What follows belongs to an exercise in optimizing a design on an open flow for small area; a production flow would make more cautious choices.
Only simulation tests tie the RTL to the original design; equivalence was not proved.
In every run shown here, the design's own scripts or RTL, not TritonCTS, make the clock network.
The flow treats the clock pin as an ideal source. Dropping or thinning the clock tree relies on that and would not hold on a real chip.
No activity file was given, so power comes from the tool's default toggle rates.

**design/flow/config.mk**
```make
export PLATFORM = sky130hd
export DESIGN_NAME = ws_core
export DESIGN_NICKNAME = ws_core
export VERILOG_FILES = /design/flow/design.v
export SDC_FILE = /design/flow/constraint.sdc
export NUM_CORES = 4
export LEC_CHECK = 0
export CAP_MARGIN = 0
export CORE_MARGIN = 2
export CORE_UTILIZATION = 40
export SLEW_MARGIN = 0
```
**design/flow/constraint.sdc**
```tcl
create_clock -name core_clock -period 10.0 [get_ports {clk}]
set_input_delay 2.0000 -clock core_clock [delete_from_list [all_inputs] [get_ports {clk}]]
set_output_delay 2.0000 -clock core_clock [all_outputs]
set_load 0.01 [all_outputs]
```
**design/flow/design.v**
```verilog
module ws_core (
    input  wire       clk,
    input  wire       rst,
    input  wire [2:0] pins,
    input  wire       adc_eoc,
    input  wire [7:0] adc_drl,
    input  wire [7:0] adc_drh,
    output reg        adc_ch,
    output reg        adc_en,
    output wire       adc_start,
    input  wire       bus_valid,
    input  wire [2:0] bus_op,
    input  wire [7:0] bus_data,
    output reg  [7:0] bus_rdata,
    output reg        bus_rvalid,
    output wire       host_ready
);
    localparam [13:0] T_LOAD = 14'h0001;    
    localparam [13:0] T_END  = 14'h1fd0;    
    reg  [2:0]  sync1, sync2, port;
    reg         ev_rtc, ev_rain, ev_wind;   
    reg  [13:0] timer;
    reg         running;
    reg         ready;
    reg         seq_a, seq_b;               
    reg  [15:0] rain, wind;
    reg  [9:0]  uv, dir;
    reg         rcode;
    reg  [2:0]  cmd;                        
    reg         pend;
    reg  [1:0]  phase;                      
    reg  [7:0]  tx0;
    reg         aa;
    reg  [7:0]  t_rl;
    reg  [15:0] t_w;
    reg  [9:0]  t_d, t_u;
    reg  [3:0]  cur;
    reg         a1, a8;
    wire ex      = pend;
    wire c1      = ex && cmd == 3'd1;
    wire c2      = ex && cmd == 3'd2;
    wire c3      = ex && cmd == 3'd3;
    wire c4      = ex && cmd == 3'd4;
    wire c5      = ex && cmd == 3'd5;
    wire cs      = c2 || ev_rtc;                    
    wire run_m   = cs || running;
    wire expire  = running && timer == T_END;
    wire en_m    = cs || adc_en;
    wire ch_m    = !cs && adc_ch;
    wire done    = adc_eoc && en_m;
    wire [9:0] adc_value = {adc_drh[1:0], adc_drl};
    wire srx     = phase[0];
    wire stx     = phase == 2'b10;
    wire b_start = bus_valid && bus_op == 3'd0;
    wire b_write = bus_valid && bus_op == 3'd1;
    wire b_read  = bus_valid && bus_op == 3'd2;
    wire b_nack  = bus_valid && bus_op == 3'd3;
    wire b_stop  = bus_valid && bus_op == 3'd4;
    wire b_berr  = bus_valid && bus_op == 3'd5;
    wire match   = bus_data[7:1] == 7'h50;
    wire deliver = (a8 && !cur[3]) || (a1 && !cur[0]);
    reg  [15:0] rain_inc, wind_inc;
    reg  [16:0] rain_c, wind_c;
    reg  [3:0]  cur_inc;
    reg  [4:0]  cur_c;
    integer i;
    always @* begin
        rain_c[0] = ev_rain;
        wind_c[0] = ev_wind && run_m;
        cur_c[0]  = 1'b1;
        for (i = 0; i < 16; i = i + 1) begin
            rain_inc[i]  = rain[i] ^ rain_c[i];
            rain_c[i+1]  = rain[i] & rain_c[i];
            wind_inc[i]  = wind[i] ^ wind_c[i];
            wind_c[i+1]  = wind[i] & wind_c[i];
        end
        for (i = 0; i < 4; i = i + 1) begin
            cur_inc[i]   = cur[i] ^ cur_c[i];
            cur_c[i+1]   = cur[i] & cur_c[i];
        end
    end
    wire [9:0] adc_d = rst ? 10'd0 : adc_value;
    always @(posedge clk) begin
        if (rst || (done && !ch_m)) uv  <= adc_d;
        if (rst || (done && ch_m))  dir <= adc_d;
    end
    always @(posedge clk) begin
        sync1 <= pins;
        sync2 <= sync1;
        port  <= sync2;
    end
    always @(posedge clk) begin
        timer <= cs ? T_LOAD : {timer[12:0], timer[13] ^ timer[0]};
    end
    always @(posedge clk) begin
        if (rst) begin
            ev_rtc  <= 1'b0;
            ev_rain <= 1'b0;
            ev_wind <= 1'b0;
        end else begin
            ev_rtc  <= port[0] && !sync2[0];
            ev_rain <= !port[1] && sync2[1];
            ev_wind <= !port[2] && sync2[2];
        end
    end
    always @(posedge clk) begin
        if (rst) begin
            running <= 1'b0;
            ready   <= 1'b0;
        end else begin
            running <= cs || (running && !expire);
            ready   <= !cs && (ready || expire);
        end
    end
    always @(posedge clk) begin
        if (rst) begin
            adc_en <= 1'b0;
            adc_ch <= 1'b0;
            seq_a  <= 1'b0;
            seq_b  <= 1'b0;
        end else begin
            adc_en <= en_m && !(done && ch_m);
            adc_ch <= ch_m || done;
            if (cs || (done && !ch_m)) begin
                seq_a <= 1'b1;
                seq_b <= 1'b1;
            end else begin
                seq_a <= !seq_a && seq_b;
                seq_b <= seq_a && seq_b;
            end
        end
    end
    always @(posedge clk) begin
        if (rst) begin
            rain <= 16'd0;
            wind <= 16'd0;
        end else begin
            rain <= c5 ? {15'd0, ev_rain} : rain_inc;
            wind <= cs ? {15'd0, ev_wind} : wind_inc;
        end
    end
    always @(posedge clk) begin
        if (rst) begin
            rcode <= 1'b1;
            cmd   <= 3'd0;
            pend  <= 1'b0;
            phase <= 2'b00;
            a1    <= 1'b0;
            a8    <= 1'b0;
            bus_rvalid <= 1'b0;
        end else begin
            if (c1) rcode <= 1'b0;
            if (b_write && phase == 2'b01)
                cmd <= (bus_data[7:3] == 5'd0) ? bus_data[2:0] : 3'd0;
            pend <= b_stop && srx;
            if (b_start)
                phase <= match ? (bus_data[0] ? 2'b10 : 2'b01) : 2'b00;
            else if (b_write && phase == 2'b01)
                phase <= 2'b11;
            else if (b_stop || b_berr || (b_nack && stx))
                phase <= 2'b00;
            if (ex) begin
                a1 <= c1 || c4;
                a8 <= c3;
            end
            bus_rvalid <= b_read && stx;
        end
    end
    always @(posedge clk) begin
        if (c1)
            tx0 <= {7'd0, rcode};
        else if (c4)
            tx0 <= {7'd0, ready};
        else if (c3)
            tx0 <= ready ? rain[15:8] : 8'hAA;
        if (c3) begin
            aa <= !ready;
            if (ready) begin
                t_rl <= rain[7:0];
                t_w  <= wind;
                t_d  <= dir;
                t_u  <= uv;
            end
        end
        if (!stx || b_start)
            cur <= 4'd0;
        else if (b_read)
            cur <= deliver ? cur_inc : 4'd15;
    end
    wire [7:0] sel;
    genvar k;
    generate for (k = 0; k < 8; k = k + 1) begin : g_sel
        assign sel[k] = cur[2:0] == k;
    end endgenerate
    wire [7:0] snap_byte = ({8{sel[2]}} & t_rl) | ({8{sel[3]}} & t_w[15:8]) | ({8{sel[4]}} & t_w[7:0])
                         | ({8{sel[5]}} & {6'd0, t_d[9:8]}) | ({8{sel[6]}} & t_d[7:0])
                         | ({8{sel[7]}} & {6'd0, t_u[9:8]}) | ({8{sel[0]}} & t_u[7:0]);
    wire rd_ff  = cur[3] && cur[0];
    wire rd_aa  = aa && !sel[1];
    always @* begin
        bus_rdata = {8{bus_rvalid}} & ({8{rd_ff}} | ({8{rd_aa}} & 8'hAA) | ({8{sel[1]}} & tx0) | ({8{!aa}} & snap_byte));
    end
    assign adc_start  = seq_a;
    assign host_ready = ready;
endmodule
```
**design/flow/flow/run.sh**
```bash
#!/bin/bash
# The standard ORFS layout, with three changes:
#  - synthesis maps the logic with an area-oriented ABC script
#    (flow/abc_area.script, used in place of ORFS's abc_speed.script) and
#    leaves adders to ABC instead of mapping them to half/full-adder cells
#    first (ADDER_MAP_FILE empty); the rest of the synthesis, including its
#    registers, is the standard one;
#  - the port buffers are minimum size;
#  - a hand-built two-level clock tree (flow/clock_tree.tcl, run as the CTS
#    step's pre-hook).
# Each step's full log is under orfs/logs; make's output is in synth.log and
# flow.log here.
set -euo pipefail
here=$(pwd)
rm -rf "$here/orfs_scripts"
cp -r "$FLOW_HOME/scripts" "$here/orfs_scripts"
cp "$here/flow/abc_area.script" "$here/orfs_scripts/abc_speed.script"
bash standard.sh "SCRIPTS_DIR=$here/orfs_scripts" "ADDER_MAP_FILE=" synth > synth.log 2>&1
bash standard.sh \
  "BUFFER_PORTS_ARGS=-buffer_cell sky130_fd_sc_hd__buf_1" \
  "PRE_CTS_TCL=$here/flow/clock_tree.tcl" \
  finish > flow.log 2>&1
```
**design/flow/flow/abc_area.script**
```
strash
&get -n
&fraig -x
&put
dc2
dc2
strash
&get -n
&dch -f
&nf -R 1000
&put
```
**design/flow/flow/clock_tree.tcl**
```tcl
# Hand-built clock tree: the clock port drives one root buffer (or, without a
# root, the leaf buffers directly), and each leaf buffer feeds one cluster of
# registers. Clusters come from recursive median bisection of the register
# positions (along the longer side each time), so they are equal in size and
# compact; the leaf buffers sit at their cluster's centre.
proc ctree_bisect { sinks nparts } {
  if {$nparts <= 1} { return [list $sinks] }
  set xs {}; set ys {}
  foreach s $sinks { lappend xs [lindex $s 1]; lappend ys [lindex $s 2] }
  set w [expr {[tcl::mathfunc::max {*}$xs] - [tcl::mathfunc::min {*}$xs]}]
  set h [expr {[tcl::mathfunc::max {*}$ys] - [tcl::mathfunc::min {*}$ys]}]
  set idx [expr {$w >= $h ? 1 : 2}]
  set sorted [lsort -real -index $idx $sinks]
  set na [expr {$nparts / 2}]
  set cut [expr {int(round(double([llength $sinks]) * $na / $nparts))}]
  return [concat [ctree_bisect [lrange $sorted 0 [expr {$cut - 1}]] $na] \
                 [ctree_bisect [lrange $sorted $cut end] [expr {$nparts - $na}]]]
}

proc build_clock_tree { nleaf master_name {root_name ""} } {
  set block [ord::get_db_block]
  set clknet [$block findNet clk]
  set master [[ord::get_db] findMaster $master_name]
  set sinks0 [$clknet getITerms]
  set sinks {}
  foreach it $sinks0 {
    set bb [[$it getInst] getBBox]
    lappend sinks [list $it [expr {([$bb xMin] + [$bb xMax]) / 2.0}] [expr {([$bb yMin] + [$bb yMax]) / 2.0}]]
  }
  set k 0
  set sizes {}
  foreach grp [ctree_bisect $sinks $nleaf] {
    set buf [odb::dbInst_create $block $master "clkbuf_leaf_$k"]
    set net [odb::dbNet_create $block "clknet_leaf_$k"]
    $net setSigType CLOCK
    [$buf findITerm A] connect $clknet
    [$buf findITerm X] connect $net
    set sx 0.0; set sy 0.0
    foreach s $grp {
      set it [lindex $s 0]
      $it disconnect
      $it connect $net
      set sx [expr {$sx + [lindex $s 1]}]; set sy [expr {$sy + [lindex $s 2]}]
    }
    set n [llength $grp]
    $buf setLocation [expr {int($sx / $n)}] [expr {int($sy / $n)}]
    $buf setPlacementStatus PLACED
    lappend sizes $n
    incr k
  }
  if {$root_name ne ""} {
    # one root buffer between the clock port and the leaf buffers, at their centre
    set rmaster [[ord::get_db] findMaster $root_name]
    set root [odb::dbInst_create $block $rmaster "clkbuf_root"]
    set rnet [odb::dbNet_create $block "clknet_root"]
    $rnet setSigType CLOCK
    set sx 0.0; set sy 0.0; set nl 0
    foreach it [$clknet getITerms] {
      set inst [$it getInst]
      $it disconnect
      $it connect $rnet
      set loc [$inst getLocation]
      set sx [expr {$sx + [lindex $loc 0]}]; set sy [expr {$sy + [lindex $loc 1]}]; incr nl
    }
    [$root findITerm A] connect $clknet
    [$root findITerm X] connect $rnet
    $root setLocation [expr {int($sx / $nl)}] [expr {int($sy / $nl)}]
    $root setPlacementStatus PLACED
  }
  puts "manual clock tree: [llength $sinks] sinks, $nleaf leaf buffers ($master_name), cluster sizes $sizes"
}

# Build the tree before ORFS's CTS step, which then only marks the clocks as
# propagated: the leaf clusters are already balanced.
build_clock_tree 9 sky130_fd_sc_hd__buf_6 sky130_fd_sc_hd__clkbuf_4
rename clock_tree_synthesis triton_clock_tree_synthesis
proc clock_tree_synthesis { args } {
  set_propagated_clock [all_clocks]
}
```
**design/flow/standard.sh**
```bash
#!/bin/bash
# synth_recipe.tcl (not shown) runs the flow's synth.tcl, then flattens the netlist and writes it again
# the make line also repeats each setting of config.mk as NAME=value (left out here)
make -C /OpenROAD-flow-scripts/flow DESIGN_CONFIG=/design/flow/config.mk WORK_HOME=/design/flow/orfs CLKGATE_MAP_FILE= SYNTH_SCRIPT=/design/flow/synth_recipe.tcl "${@:-finish}"
```
==> impl_metrics.csv, run 1 <==
group,metric,value,unit
power,p_int,0.758,mW
sta,clock_skew,0.0144,ns
power,ir_drop,0.0000895,V
worst_setup_path,rrSetupSlack,6.15,ns
cells_and_area,nets,531,
route,ant_nets,0,
worst_setup_path,critPathArrivalTime,2.90,ns
cells_and_area,area_growth,9.62,%
floorplan,ios,47,
floorplan,core-area,13100,sq um
grt,grt_pass1_vias,3379,
route,drt_iter0_drc,271,
floorplan,rows,42,
floorplan,die_w,119,um
worst_setup_path,reg2reg_depth,16,
sta,rsz0062_at_grt,"false",
sta,relSlewSlack,19.4,%
min_path,hold_class,"flop to flop",
place,hpwl,7.17,mm
grt,grt_start_max_net_pins,44,
place,portBuffers,40,
cts,cts-resized-gates,0,
route,num_vias,3521,
worst_setup_path,endpoint_kind,"primary output",
yosys,synth_ff_type,"dfxtp_1",
yosys,synth_edf_count,66,
worst_setup_path,worstSetupPathType,"flop to primary output",
grt,globalRouteOverflowTotal,0,
sta,worst_pin_slew,1.21,ns
yosys,avgSynthCellArea,12.1,sq um
route,routed_wl,10.3,mm
yosys,async_flop_share,0,%
grt,antenna_found_initial,1,
sta,setup_tns,0,ns
cts,clk-insertion-delay-late,0.49,ns
cts,clkTransAtPathRegs,0.11,ns
yosys,synth_nets,475,
sta,slew_violations,0,
yosys,netlist-cell-type-count,33,
worst_setup_path,start_kind,"flop",
cts,cts_hold_buf,0,
yosys,syn_inst,441,
yosys,ys_seq_area_share,69.2,%
floorplan,die_area,14200,sq um
cells_and_area,drive_gt1_share,2.83,%
power,powerDensity,165,nW/um^2
place,place_congestion,0.771,
power,p_seq_share,70.5,%
route,routedWlPerCell,15.3,um
power,p_leak,1.95,nW
power,clock_power_share,25.8,%
grt,grt_pass1_wl,16.9,mm
route,drt_first_pass_iters,6,
cells_and_area,fin_area,5830,sq um
floorplan,start_util,40.5,%
route,drc_errors,0,
worst_setup_path,rr_startpoint,"pend",
outcome,outcome,"no timing/DRC/antenna violations",
route,routed_via_density,5.24,
power,swShare,21.5,%
cells_and_area,finalCoreUtilization,44.4,%
min_path,hp-start,"sync1[1]",
worst_setup_path,critPathMaxFanout,15,
grt,grtUsageTotal,14.4,%
min_path,whs_endpoint,"sync2[1]",
yosys,syn-cell-area,5320,sq um
floorplan,die_y,119,um
yosys,ys.warnings.count,1,
power,power.total,0.965,mW
sta,fmax,204,MHz
cts,cts_setup_buffers,0,
worst_setup_path,cp.required,8.00,ns
min_path,hold_depth,0,
power,comb_power_share,3.7,%
place,placedCellCount,661,
worst_setup_path,rr_endpoint,"wind[15]",
sta,min_period,4.90,ns
sta,finalSetupViolations,0,
place,dpl_cell_area,5720,sq um
cells_and_area,fillCellCount,1232,
sta,period_share,49.0,%
power,netSwitchingPower,0.207,mW
run,maxCapViolations,0,
yosys,ys_ff_latch,151,
cells_and_area,layoutNonFillerInstCount,672,
sta,hold_viol_final,0,
## cells in the final DEF (no fill, tap or decap), drive strengths merged, types with 3 or more instances in the layout
cell type | synthesis | layout
clkinv | 6 | 6
nand2 | 21 | 21
nor2 | 44 | 44
xor2 | 3 | 3
a21oi | 39 | 39
and2 | 22 | 22
and3 | 15 | 15
a222oi | 9 | 9
or2 | 3 | 3
o21a | 3 | 3
a211oi | 4 | 4
a22oi | 14 | 14
a221oi | 4 | 4
nor3b | 5 | 5
buf | 0 | 53
dfxtp | 85 | 85
nor2b | 22 | 22
nand3 | 7 | 7
nor3 | 28 | 28
edfxtp | 66 | 66
nand2b | 8 | 8
o21ai | 13 | 13
## flip-flops by register name (all words and copies together), names as in the netlist, 10 cells and up
name and cells:
timer 14, uv 10, dir 10, t_u 10, t_d 10, rain 16
wind 16, t_w 16
## Yosys cell counts (8+ instances only)
cell / count / area (sq um)
dfxtp_1: 85 / 1700
edfxtp_1: 66 / 1980
nor2_1: 44 / 165
a21oi_1: 39 / 195
nor3_1: 28 / 140
and2_0: 22 / 138
nor2b_1: 22 / 138
nand2_1: 21 / 78.8
and3_1: 15 / 93.8
a22oi_1: 14 / 105
o21ai_0: 13 / 65.1
a222oi_1: 9 / 90.1
nand2b_1: 8 / 50.1
## through the flow
stage | hold slack [ns] | setup slack (ns)
global placement | 0.311 | 5.65
CTS | 0.340 | 5.12
detailed placement | 0.314 | 5.68
global route | 0.351 | 4.91
finish | 0.338 | 5.10
floorplan | 0.310 | 6.34
## per-layer routing
metal  global-route usage (%)  routed length [um]
met5                        0                   0
met4                     1.99                 179
met3                     1.20                 427
met2                     23.8                4740
met1                     21.4                4950
## critical path: stages, from the launching register on
cell      delay, ns
dfxtp_1        0.47
nor3_1         0.95
a222oi_1       0.28
a21oi_1        0.32
a221oi_1       0.08
nor2b_1        0.15
buf_1          0.16
## cells by family (layout without fill, tap and decap cells)
| kind of cell | Yosys count | after routing | synth area share (%) |
|---|---|---|---|
| other cells | 0 | 1 | 0 |
| simple gates | 185 | 185 | 18.2 |
| flops | 151 | 151 | 69.2 |
| compound gates | 94 | 94 | 11.4 |
| xor+xnor | 5 | 5 | 0.823 |
| buf+inv | 6 | 60 | 0.423 |
## cell type report
class	count	area (sq um)	area share (%)
multi-input combinational	284	1620	27.7
tap	176	220	3.78
inverter	6	22.5	0.386
sequential	151	3680	63.1
buffer	10	109	1.87
timing repair buffer	44	180	3.09
antenna	1	2.50	0.0429
## power by group through the flow
| stage | logic (mW) | registers (mW) | clock network [mW] |
|---|---|---|---|
| 5_1_grt | 0.0407 | 0.684 | 0.282 |
| 3_5_place_dp | 0.0358 | 0.694 | 0 |
| 2_1_floorplan | 0.0221 | 0.691 | 0 |
| 3_3_place_gp | 0.0341 | 0.693 | 0 |
| 6_report | 0.0355 | 0.680 | 0.249 |
| 4_1_cts | 0.0365 | 0.681 | 0.257 |
## how the worst max path moves through the flow
stage | from | to | cells after the start
final | cur[0] | bus_rdata[6] | 6
after CTS | cur[0] | bus_rdata[6] | 6
after global placement | cur[0] | bus_rdata[6] | 6
after floorplan | cur[2] | bus_rdata[4] | 5
after global routing | cur[1] | bus_rdata[5] | 6
after detailed placement | cur[0] | bus_rdata[6] | 6
==> run 2: changes to the inputs <==
--- a/design/flow/design.v
+++ b/design/flow/design.v
@@ -81,7 +81,2 @@
     end
-    wire [9:0] adc_d = rst ? 10'd0 : adc_value;
-    always @(posedge clk) begin
-        if (rst || (done && !ch_m)) uv  <= adc_d;
-        if (rst || (done && ch_m))  dir <= adc_d;
-    end
     always @(posedge clk) begin
@@ -136,2 +131,4 @@
             wind <= 16'd0;
+            uv   <= 10'd0;
+            dir  <= 10'd0;
         end else begin
@@ -139,2 +136,4 @@
             wind <= cs ? {15'd0, ev_wind} : wind_inc;
+            if (done && !ch_m) uv  <= adc_value;
+            if (done && ch_m)  dir <= adc_value;
         end
==> impl_metrics.csv, run 2 <==
group,metric,value,unit
sta,hold_viol_final,0,
yosys,ys_ff_latch,151,
yosys,async_flop_share,0,%
sta,period_share,49.2,%
grt,antenna_found_initial,0,
worst_setup_path,crit_buf_inv,1,
grt,grt_start_max_net_pins,48,
worst_setup_path,cp.required,8.00,ns
yosys,synth_top_area_share,39.6,%
floorplan,start_util,40.6,%
floorplan,die_y,119,um
sta,relSlewSlack,26.8,%
floorplan,die_area,14200,sq um
sta,rsz0062_at_grt,"false",
floorplan,rows,42,
yosys,synth_nets,523,
place,placedCellCount,708,
sta,setup_tns,0,ns
yosys,synth_ff_type,"dfxtp_1",
power,ir_drop,0.0000846,V
cts,clkTransAtPathRegs,0.11,ns
yosys,yosysMostFrequentCell,"dfxtp_1",
place,portBuffers,40,
cts,cts_hold_buf,0,
yosys,syn_inst,489,
worst_setup_path,crit_chain,"nor3b_1 > a222oi_1 > a21oi_1 > a221oi_1 > nor2b_1 > buf_1",
power,powerDensity,162,nW/um^2
cells_and_area,area_growth,9.52,%
worst_setup_path,critPathMaxFanout,16,
yosys,synth_edf_count,46,
yosys,avgSynthCellArea,10.9,sq um
cells_and_area,nets,578,
route,routedWlPerCell,15.1,um
sta,clock_skew,0.00913,ns
sta,finalSetupViolations,0,
run,maxCapViolations,0,
yosys,ys.warnings.count,1,
cells_and_area,drive_gt1_share,2.58,%
cts,cts_setup_buffers,0,
yosys,ys_seq_area_share,65.6,%
cts,clk-insertion-delay-late,0.48,ns
yosys,netlist_top_cells_count,"dfxtp_1, nand2_1, a21oi_1",
worst_setup_path,endpoint_kind,"primary output",
sta,fin_ws,5.08,ns
sta,fmax,203,MHz
worst_setup_path,max_stage_delay,0.95,ns
sta,worst_pin_slew,1.09,ns
grt,globalRouteOverflowTotal,0,
cells_and_area,layoutNonFillerInstCount,719,
route,drt_iter0_drc,310,
floorplan,core-area,13100,sq um
outcome,outcome,"no timing/DRC/antenna violations",
place,place_congestion,0.777,
sta,slew_violations,0,
grt,grtUsageTotal,15.3,%
yosys,netlist-cell-type-count,33,
yosys,synth_top_cell_by_area,"dfxtp_1",
route,drc_errors,0,
place,place_ws,5.64,ns
grt,grt_pass1_vias,3623,
cells_and_area,top_regs,"rain (16), t_w (16), wind (16)",
worst_setup_path,worstSetupPathType,"flop to primary output",
worst_setup_path,start_kind,"flop",
sta,min_period,4.92,ns
floorplan,die_w,119,um
yosys,synthTopCellsByArea,"dfxtp_1, edfxtp_1, a21oi_1",
worst_setup_path,cpMaxStageDelayCell,"nor3b_1",
route,ant_nets,0,
sta,hold_slack,0.337,ns
grt,grt_pass1_wl,18.0,mm
place,hpwl,7.63,mm
route,routed_via_density,5.15,
cells_and_area,layout_common_cells,"dfxtp_1, nand2_1, a21oi_1",
min_path,hold_class,"flop to flop",
worst_setup_path,crit_family,"simple AND/OR/NAND/NOR gates",
yosys,syn-cell-area,5310,sq um
worst_setup_path,critPathArrivalTime,2.92,ns
route,drt_first_pass_iters,5,
cts,cts-resized-gates,0,
floorplan,ios,47,
power,p_leak,1.95,nW
route,num_vias,3704,
cells_and_area,mostFrequentLayoutCell,"dfxtp_1",
route,routed_wl,10.8,mm
[run 2: cell count changes after synthesis, moves of 3 or more]
cell	delta
nand2_1	+40
dfxtp_1	+20
edfxtp_1	-20
a21oi_1	+18
nor2b_1	-9
nand3_1	-3
nand4_1	+3
[run 2: path summary, 6_finish.rpt]
check | slack, ns | to | depth (start not counted) | from
worst max-delay path | 5.08 | bus_rdata[2] | 6 | cur[0]
worst min-delay path | 0.34 | sync2[1] | 0 | sync1[1]
worst max register to register | 6.13 | wind[15] | 16 | pend
worst min register to register | 0.34 | sync2[1] | 0 | sync1[1]
[run 2: layout make-up]
type	count	area (sq um)
Antenna cell	1	2.50
Buffer	10	109
Fill cell	1242	7270
Inverter	7	26.3
Multi-Input combinational cell	331	1800
Sequential cell	151	3480
Tap cell	176	220
Timing Repair Buffer	43	174
[run 2: per-stage QoR]
step,instance area [sq um],power [mW],utilization (%)
6_report,5810,0.941,44.4
5_1_grt,5810,0.986,44.4
4_1_cts,5810,0.955,44.4
3_5_place_dp,5700,0.711,43.6
3_3_place_gp,5700,0.709,43.6
2_1_floorplan,5310,0.694,-
[run 2: cell families (layout without fill, tap and decap cells)]
logic type | Yosys count | in the layout | share of synthesized area [%]
AND/OR/NAND/NOR | 212 | 212 | 19.7
flip-flops | 151 | 151 | 65.6
AO/OA/AOI/OAI | 115 | 115 | 13.6
buffers and inverters | 7 | 60 | 0.495
XOR/XNOR | 4 | 4 | 0.660
other | 0 | 1 | 0
[run 2: report_power, final]
part	internal [mW]	total, mW	switching [mW]	leakage [nW]
Clock	0.0738	0.244	0.171	0.0591
Sequential	0.650	0.661	0.0113	1.28
Combinational	0.0161	0.0360	0.0199	0.617
[run 2: layer usage]
metal / vias to the layer above / routed length (um) / GRT usage, %
met5: - / 0 / 0
li1: 1884 / - / -
met4: 0 / 159 / 2.08
met2: 93 / 4830 / 25.6
met3: 12 / 569 / 1.96
met1: 1715 / 5280 / 21.7
==> run 3: changes to the inputs <==
==> design/flow/flow/abc_area.script (replaced) <==
strash
&get -n
&fraig -x
&put
dc2
dc2
strash
&get -n
&deepsyn -T 90
&put
dc2
strash
&get -n
&deepsyn -T 90
&dch -f
&nf -R 1000
&put
==> impl_metrics.csv, run 3 <==
group,metric,value,unit
yosys,synth_ff_type,"dfxtp_1",
power,ir_drop,0.0000717,V
route,num_vias,3521,
floorplan,start_util,41.1,%
route,routedWlPerCell,15.2,um
cells_and_area,area_growth,9.78,%
cells_and_area,ff_latch_area,3480,sq um
route,drt_iter0_drc,252,
yosys,synth_nets,477,
yosys,synth-compound-area-share,14.7,%
route,drt_first_pass_iters,6,
worst_setup_path,crit_chain,"buf_1 > buf_4 > nor3_1 > buf_4 > and4_1 > nor2_1 > o31a_1 > and2_0 > nor2_1 > a22o_1",
place,place_ws,4.88,ns
sta,min_period,4.62,ns
yosys,synth_top_area_share,40.6,%
worst_setup_path,reg2reg_depth,11,
grt,antenna_found_initial,0,
place,hpwl,7.26,mm
sta,slew_violations,0,
yosys,synth_edf_count,46,
power,power.total,0.934,mW
sta,relSlewSlack,40.8,%
worst_setup_path,worstSetupPathType,"input pin to flop",
power,p_leak,2.01,nW
route,routed_via_density,5.26,
yosys,async_flop_share,0,%
cells_and_area,nets,533,
yosys,yosysMostFrequentCell,"dfxtp_1",
place,place_congestion,0.787,
yosys,netlist_top_cells_count,"dfxtp_1, edfxtp_1, nor2_1",
sta,worst_pin_slew,0.884,ns
floorplan,ios,47,
power,p_seq_share,70.8,%
yosys,synth-simple-area-share,16.7,%
grt,grt_pass1_vias,3339,
cts,cts_setup_buffers,0,
worst_setup_path,crit_family,"simple AND/OR/NAND/NOR gates",
floorplan,die_area,13900,sq um
worst_setup_path,cpMaxStageDelayCell,"nor2_1",
grt,grt_pass1_wl,16.8,mm
worst_setup_path,critPathArrivalTime,4.98,ns
cts,cts_hold_buf,0,
yosys,syn-cell-area,5180,sq um
sta,fmax,216,MHz
worst_setup_path,cp.depth,10,
worst_setup_path,endpoint_kind,"flop",
cells_and_area,mostFrequentLayoutCell,"dfxtp_1",
power,clock_power_share,25.6,%
grt,grtUsageTotal,14.4,%
floorplan,rows,41,
yosys,avgSynthCellArea,11.7,sq um
yosys,yosys.area_share.xor_xnor,0.338,%
worst_setup_path,start_kind,"input pin",
floorplan,core-area,12600,sq um
worst_setup_path,max_stage_delay,0.62,ns
cts,clkTransAtPathRegs,0.11,ns
power,powerDensity,164,nW/um^2
power,comb_power_share,3.6,%
yosys,ys.warnings.count,1,
yosys,syn_inst,443,
yosys,ys_seq_area_share,67.2,%
sta,period_share,46.2,%
cts,clk-insertion-delay-late,0.46,ns
worst_setup_path,crit_buf_inv,3,
cells_and_area,multiInputGateArea,1650,sq um
yosys,synthTopCellsByArea,"dfxtp_1, edfxtp_1, a22o_1",
worst_setup_path,critPathMaxFanout,21,
route,drc_errors,0,
yosys,ys_ff_latch,151,
min_path,hold_depth,0,
yosys,synth_fa_ha_area_share,0,%
floorplan,die_w,118,um
sta,fin_ws,5.38,ns
cts,cts-resized-gates,0,
cells_and_area,fillCellCount,1243,
yosys,synth_top_family_by_area,"simple AND/OR/NAND/NOR gates",
min_path,hold_class,"flop to flop",
worst_setup_path,cp.required,10.36,ns
sta,rsz0062_at_grt,"false",
floorplan,die_y,118,um
route,routed_wl,10.2,mm
sta,clock_skew,0.00568,ns
outcome,outcome,"no timing/DRC/antenna violations",
run,maxCapViolations,0,
power,swShare,20.8,%
power,netSwitchingPower,0.194,mW
power,p_int,0.740,mW
cells_and_area,drive_gt1_share,2.82,%
yosys,netlist-cell-type-count,38,
sta,finalSetupViolations,0,
route,ant_nets,0,
cells_and_area,layout_common_cells,"dfxtp_1, edfxtp_1, buf_1",
sta,setup_tns,0,ns
grt,grt_start_max_net_pins,46,
yosys,synth_top_cell_by_area,"dfxtp_1",
yosys,synth.area.mux_share,0.193,%
place,portBuffers,40,
sta,hold_viol_final,0,
cells_and_area,top_regs,"rain (16), t_w (16), wind (16)",
grt,globalRouteOverflowTotal,0,
==> run 3: cell count changes after synthesis, sizes merged, moves of 3 or more <==
cell	delta
a211oi	-5
a21oi	-28
a22o	+28
a22oi	-10
a31oi	+3
clkinv	+5
nand2	-33
nand3	+3
nand4	-3
nor2	-8
nor2b	-10
nor3	+3
o21ai	+6
==> run 3: layout make-up <==
cell class	count	share of cell area (%)
diodes	1	0.0440
multi-input cells	280	29.1
repair buffers	44	3.17
plain buffers	10	1.91
well taps	172	3.78
inverters	12	0.792
flip-flops and latches	151	61.2
==> run 3: worst reg2reg max path: cells and delay by family, from the launching register on <==
| kind | cells | cell delay (ns) |
|---|---|---|
| AO/OA/AOI/OAI | 2 | 0.52 |
| buffers and inverters | 3 | 0.51 |
| flip-flops | 1 | 0.37 |
| AND/OR/NAND/NOR | 6 | 2.24 |
==> run 3: layer usage <==
| metal | global-route usage (%) | vias to the layer above | part of all wire [%] | wire [um] |
|---|---|---|---|---|
| li1 | - | 1764 | - | - |
| met2 | 23.2 | 66 | 44 | 4470 |
| met1 | 21.1 | 1676 | 50 | 5120 |
| met5 | 0 | - | 0 | 0 |
| met3 | 1.36 | 15 | 3.6 | 369 |
| met4 | 3.24 | 0 | 2.4 | 247 |
==> run 3: power groups by stage <==
stage	registers, mW	logic [mW]	clock network (mW)
after global placement	0.675	0.0329	0
after floorplan	0.672	0.0216	0
after CTS	0.662	0.0346	0.253
final	0.662	0.0339	0.239
after detailed placement	0.675	0.0343	0
after global routing	0.665	0.0394	0.274
==> run 3: path summary, 6_finish.rpt <==
check / from / end / slack [ns]
worst min register to register: sync1[0] / sync2[0] / 0.34
worst max-delay path: rst / uv[4] / 5.38
worst min-delay path: sync1[0] / sync2[0] / 0.34
worst max register to register: pend / uv[4] / 6.26
==> run 3: logic make-up after synthesis <==
group                     Yosys count
and+or+nand+nor                   167
DFF                               151
AOI/OAI and AO/OA                 110
buffers and inverters              12
xor gates and xnor gates            2
muxes                               1
==> run 3: through the flow <==
stage	cells	hold WS, ns	instance area (sq um)	utilization [%]
6_report	670	0.335	5690	45.1
2_1_floorplan	443	0.310	5180	-
3_5_place_dp	659	0.315	5580	44.2
4_1_cts	669	0.337	5690	45.1
5_1_grt	669	0.350	5690	45.1
3_3_place_gp	659	0.314	5580	44.2
==> run 4: changes to the inputs <==
--- a/design/flow/design.v
+++ b/design/flow/design.v
@@ -81,2 +81,7 @@
     end
+    wire [9:0] adc_d = rst ? 10'd0 : adc_value;
+    always @(posedge clk) begin
+        if (rst || (done && !ch_m)) uv  <= adc_d;
+        if (rst || (done && ch_m))  dir <= adc_d;
+    end
     always @(posedge clk) begin
@@ -131,4 +136,2 @@
             wind <= 16'd0;
-            uv   <= 10'd0;
-            dir  <= 10'd0;
         end else begin
@@ -136,4 +139,2 @@
             wind <= cs ? {15'd0, ev_wind} : wind_inc;
-            if (done && !ch_m) uv  <= adc_value;
-            if (done && ch_m)  dir <= adc_value;
         end
==> design/flow/flow/run.sh (replaced) <==
#!/bin/bash
# Standard ORFS layout with minimum-size port buffers, a hand-built two-level
# clock tree (flow/clock_tree.tcl, run as the CTS step's pre-hook) and power
# recovery (gate downsizing) after global routing, followed by a design-rule
# repair (flow/post_grt.tcl).
set -euo pipefail
here=$(pwd)
bash standard.sh \
  "BUFFER_PORTS_ARGS=-buffer_cell sky130_fd_sc_hd__buf_1" \
  "PRE_CTS_TCL=$here/flow/clock_tree.tcl" \
  "RECOVER_POWER=100" \
  "POST_GLOBAL_ROUTE_TCL=$here/flow/post_grt.tcl" \
  finish > flow.log 2>&1
--- a/design/flow/flow/clock_tree.tcl
+++ b/design/flow/flow/clock_tree.tcl
@@ -1,6 +1,4 @@
-# Hand-built clock tree: the clock port drives one root buffer (or, without a
-# root, the leaf buffers directly), and each leaf buffer feeds one cluster of
-# registers. Clusters come from recursive median bisection of the register
-# positions (along the longer side each time), so they are equal in size and
-# compact; the leaf buffers sit at their cluster's centre.
+# Manual clock tree: the clock port drives a few clock buffers directly, each
+# feeding one cluster of registers. Clusters come from recursive median
+# bisection of the register positions (along the longer side each time).
 proc ctree_bisect { sinks nparts } {
@@ -74,3 +72,3 @@
 # propagated: the leaf clusters are already balanced.
-build_clock_tree 9 sky130_fd_sc_hd__buf_6 sky130_fd_sc_hd__clkbuf_4
+build_clock_tree 8 sky130_fd_sc_hd__clkbuf_8 sky130_fd_sc_hd__clkbuf_8
 rename clock_tree_synthesis triton_clock_tree_synthesis
==> design/flow/flow/post_grt.tcl (new file) <==
# Power recovery (RECOVER_POWER) downsizes gates that have timing slack; fix
# any slew or capacitance limit this breaks, then route the changed nets.
log_cmd estimate_parasitics -global_routing
log_cmd global_route -start_incremental
repair_design_helper
log_cmd detailed_placement
log_cmd global_route -end_incremental
--- a/design/flow/config.mk
+++ b/design/flow/config.mk
@@ -7,5 +7,5 @@
 export LEC_CHECK = 0
-export CAP_MARGIN = 0
+export CAP_MARGIN = 20
 export CORE_MARGIN = 2
 export CORE_UTILIZATION = 40
-export SLEW_MARGIN = 0
+export SLEW_MARGIN = 20
removed: design/flow/flow/abc_area.script
==> impl_metrics.csv, run 4 <==
group,metric,value,unit
worst_setup_path,rrSetupSlack,5.67,ns
sta,clock_skew,0.00691,ns
worst_setup_path,rr_startpoint,"cmd[0]",
min_path,hold_depth,0,
power,p_int,0.767,mW
yosys,netlist_top_cells_count,"dfxtp_1, edfxtp_1, and2_1",
cts,cts_hold_buf,0,
place,portBuffers,40,
yosys,ys.warnings.count,1,
cells_and_area,drive_gt1_share,4.28,%
power,powerDensity,156,nW/um^2
cells_and_area,layout_common_cells,"dfxtp_1, edfxtp_1, buf_1",
sta,min_period,4.51,ns
cells_and_area,nets,563,
cts,clk-insertion-delay-late,0.39,ns
worst_setup_path,reg2reg_depth,20,
worst_setup_path,worstSetupPathType,"flop to primary output",
worst_setup_path,rr_endpoint,"wind[15]",
floorplan,core-area,13900,sq um
yosys,synthTopCellsByArea,"edfxtp_1, dfxtp_1, ha_1",
route,routedWlPerCell,15.0,um
route,routed_via_density,5.02,
yosys,avgSynthCellArea,12.5,sq um
power,ir_drop,0.000109,V
sta,hold_viol_final,0,
sta,fmax,222,MHz
power,p_seq_share,70.3,%
route,num_vias,3370,
power,power.total,0.967,mW
yosys,syn_inst,456,
yosys,synth_top_area_share,34.6,%
yosys,syn-cell-area,5720,sq um
yosys,netlist-cell-type-count,51,
worst_setup_path,endpoint_kind,"primary output",
cells_and_area,mostFrequentLayoutCell,"dfxtp_1",
route,routed_wl,10.1,mm
grt,globalRouteOverflowTotal,0,
min_path,hold_class,"flop to flop",
worst_setup_path,start_kind,"flop",
floorplan,die_area,15300,sq um
cells_and_area,fin_area,6180,sq um
worst_setup_path,critPathMaxFanout,22,
yosys,yosysMostFrequentCell,"dfxtp_1",
worst_setup_path,cp.required,8.00,ns
sta,setup_tns,0,ns
min_path,hp-start,"sync1[2]",
yosys,async_flop_share,0,%
sta,finalSetupViolations,0,
power,clock_power_share,25.9,%
grt,busiest_layer,"met2",
place,dpl_cell_area,6050,sq um
grt,globalRouteMet3Util,1.42,%
sta,relSlewSlack,44.9,%
floorplan,rows,43,
sta,slew_violations,0,
yosys,synth_top_cell_by_area,"edfxtp_1",
grt,grt_pass1_wl,16.1,mm
power,netSwitchingPower,0.199,mW
cts,cts-resized-gates,0,
floorplan,ios,47,
grt,met2_usage,22.3,%
worst_setup_path,critPathArrivalTime,2.51,ns
floorplan,die_w,124,um
min_path,whs_endpoint,"sync2[2]",
run,maxCapViolations,0,
grt,antenna_found_initial,0,
yosys,synth_ff_type,"dfxtp_1",
place,place_congestion,0.769,
yosys,synth_edf_count,66,
route,drt_first_pass_iters,4,
grt,met1_usage,18.8,%
grt,grt_start_max_net_pins,45,
grt,grtUsageTotal,13.2,%
power,swShare,20.6,%
sta,worst_pin_slew,0.814,ns
route,ant_nets,0,
yosys,synth_nets,526,
grt,grt_pass1_vias,3253,
floorplan,start_util,41.1,%
cts,clkTransAtPathRegs,0.11,ns
route,drt_iter0_drc,157,
floorplan,die_y,124,um
yosys,ys_seq_area_share,64.4,%
cells_and_area,area_growth,8.01,%
yosys,ys_ff_latch,151,
place,hpwl,7.01,mm
outcome,outcome,"no timing/DRC/antenna violations",
power,comb_power_share,3.8,%
cells_and_area,top_regs,"rain (16), t_w (16), wind (16)",
cts,cts_setup_buffers,0,
sta,period_share,45.1,%
power,p_leak,2.26,nW
route,drc_errors,0,
cells_and_area,antenna_cells,0,
## run 4: cell types whose count changed in the layout (fill, tap and decap cells not counted), sizes merged, moves of 11 or more
cell | before | now
dfxtp | 105 | 85
and2 | 22 | 42
clkbuf | 1 | 12
ha | 0 | 36
nor3 | 31 | 12
edfxtp | 46 | 66
nor2b | 3 | 18
nor2 | 36 | 22
clkinv | 12 | 1
and3 | 14 | 0
a22o | 28 | 0
buf | 53 | 41
## run 4: power groups by stage
stage	combinational [mW]	clock [mW]	sequential, mW
after global placement	0.0357	0	0.692
final	0.0366	0.250	0.680
after CTS	0.0386	0.263	0.680
after floorplan	0.0259	0	0.690
after detailed placement	0.0385	0	0.694
## run 4: routing by layer
layer | routed length (um) | part of all wire [%]
met1 | 4790 | 48
met2 | 4580 | 45
met3 | 541 | 5.4
met4 | 159 | 1.6
met5 | 0 | 0
## run 4: kinds of logic (layout without fill, tap and decap cells)
logic type / count (synthesis) / count (layout) / synth area share [%]
multiplexers: 2 / 2 / 0.372
adder cells (fa/ha/maj): 36 / 36 / 7.87
buffers and inverters: 28 / 63 / 2.03
flip-flops: 151 / 151 / 64.4
XOR/XNOR: 4 / 4 / 0.613
AND/OR/NAND/NOR: 145 / 145 / 14.7
AO/OA/AOI/OAI: 90 / 90 / 10.0
## run 4: worst max-delay path: stages, from the launching register on
cell and delay [ns]:
dfxtp_1 0.83, inv_1 0.16, ha_1 0.36, a22oi_1 0.19, o211ai_1 0.13, o21ai_0 0.20
a31oi_1 0.12, buf_1 0.14
## run 4: stage by stage
| stage | worst slack (ns) | cells | hold WS, ns | utilization, % |
|---|---|---|---|---|
| 2_1_floorplan | 6.05 | 456 | 0.310 | - |
| 3_3_place_gp | 5.74 | 661 | 0.310 | 43.4 |
| 3_5_place_dp | 5.73 | 661 | 0.314 | 43.4 |
| 4_1_cts | 5.49 | 670 | 0.340 | 44.3 |
| 6_report | 5.49 | 671 | 0.338 | 44.3 |
## run 4: how the worst max path moves through the flow
stage            from            to  slack [ns]  depth (start not counted)
3_3_place_gp   cmd[0]      wind[15]        5.74                         20
2_1_floorplan  cmd[0]      wind[15]        6.05                         22
4_1_cts        cur[2]  bus_rdata[0]        5.49                          7
3_5_place_dp   cmd[0]      wind[15]        5.73                         20
6_report       cur[2]  bus_rdata[0]        5.49                          7
## run 4: final cells by class
class,instances,area [sq um]
plain buffers,9,124
repair buffers,44,185
inverters,10,37.5
well taps,180,225
flip-flops and latches,151,3680
multi-input cells,277,1920
fillers,1263,7760

==> re-timing with driven ports <==
No port has a modelled driver above. Below, the same layouts with a new extraction and two added sets of constraints.
Step 1 assumes that a clkbuf_16 drives the clock port and a buf_2 every other input.
Step 2 moves the port delays by t, midway between the first and last clock arrival at a register: inputs arrive t later, outputs are due t later. That takes back most of the time a late clock gives input paths.
a / b / c = no drivers / after step 1 / after step 2; a / b = the first two.
run | t, ns | setup WS [ns] | hold WS [ns] | worst setup path after step 2 | pins driven straight from the clock port
run 1 | 0.520 | 5.101 / 5.069 / 5.588 | 0.338 / 0.338 / 0.338 | register to output | 1
run 2 | 0.500 | 5.079 / 5.049 / 5.549 | 0.337 / 0.337 / 0.337 | register to output | 1
run 3 | 0.487 | 5.378 / 5.387 / 4.900 | 0.335 / 0.335 / 0.335 | input to register | 1
run 4 | 0.418 | 5.487 / 5.453 / 5.674 | 0.338 / 0.338 / 0.338 | register to register | 1
After both steps every run listed still meets setup and hold. The setup slack of run 3, which loses most, moves by +0.009 ns with the drivers and by -0.478 ns with both steps.
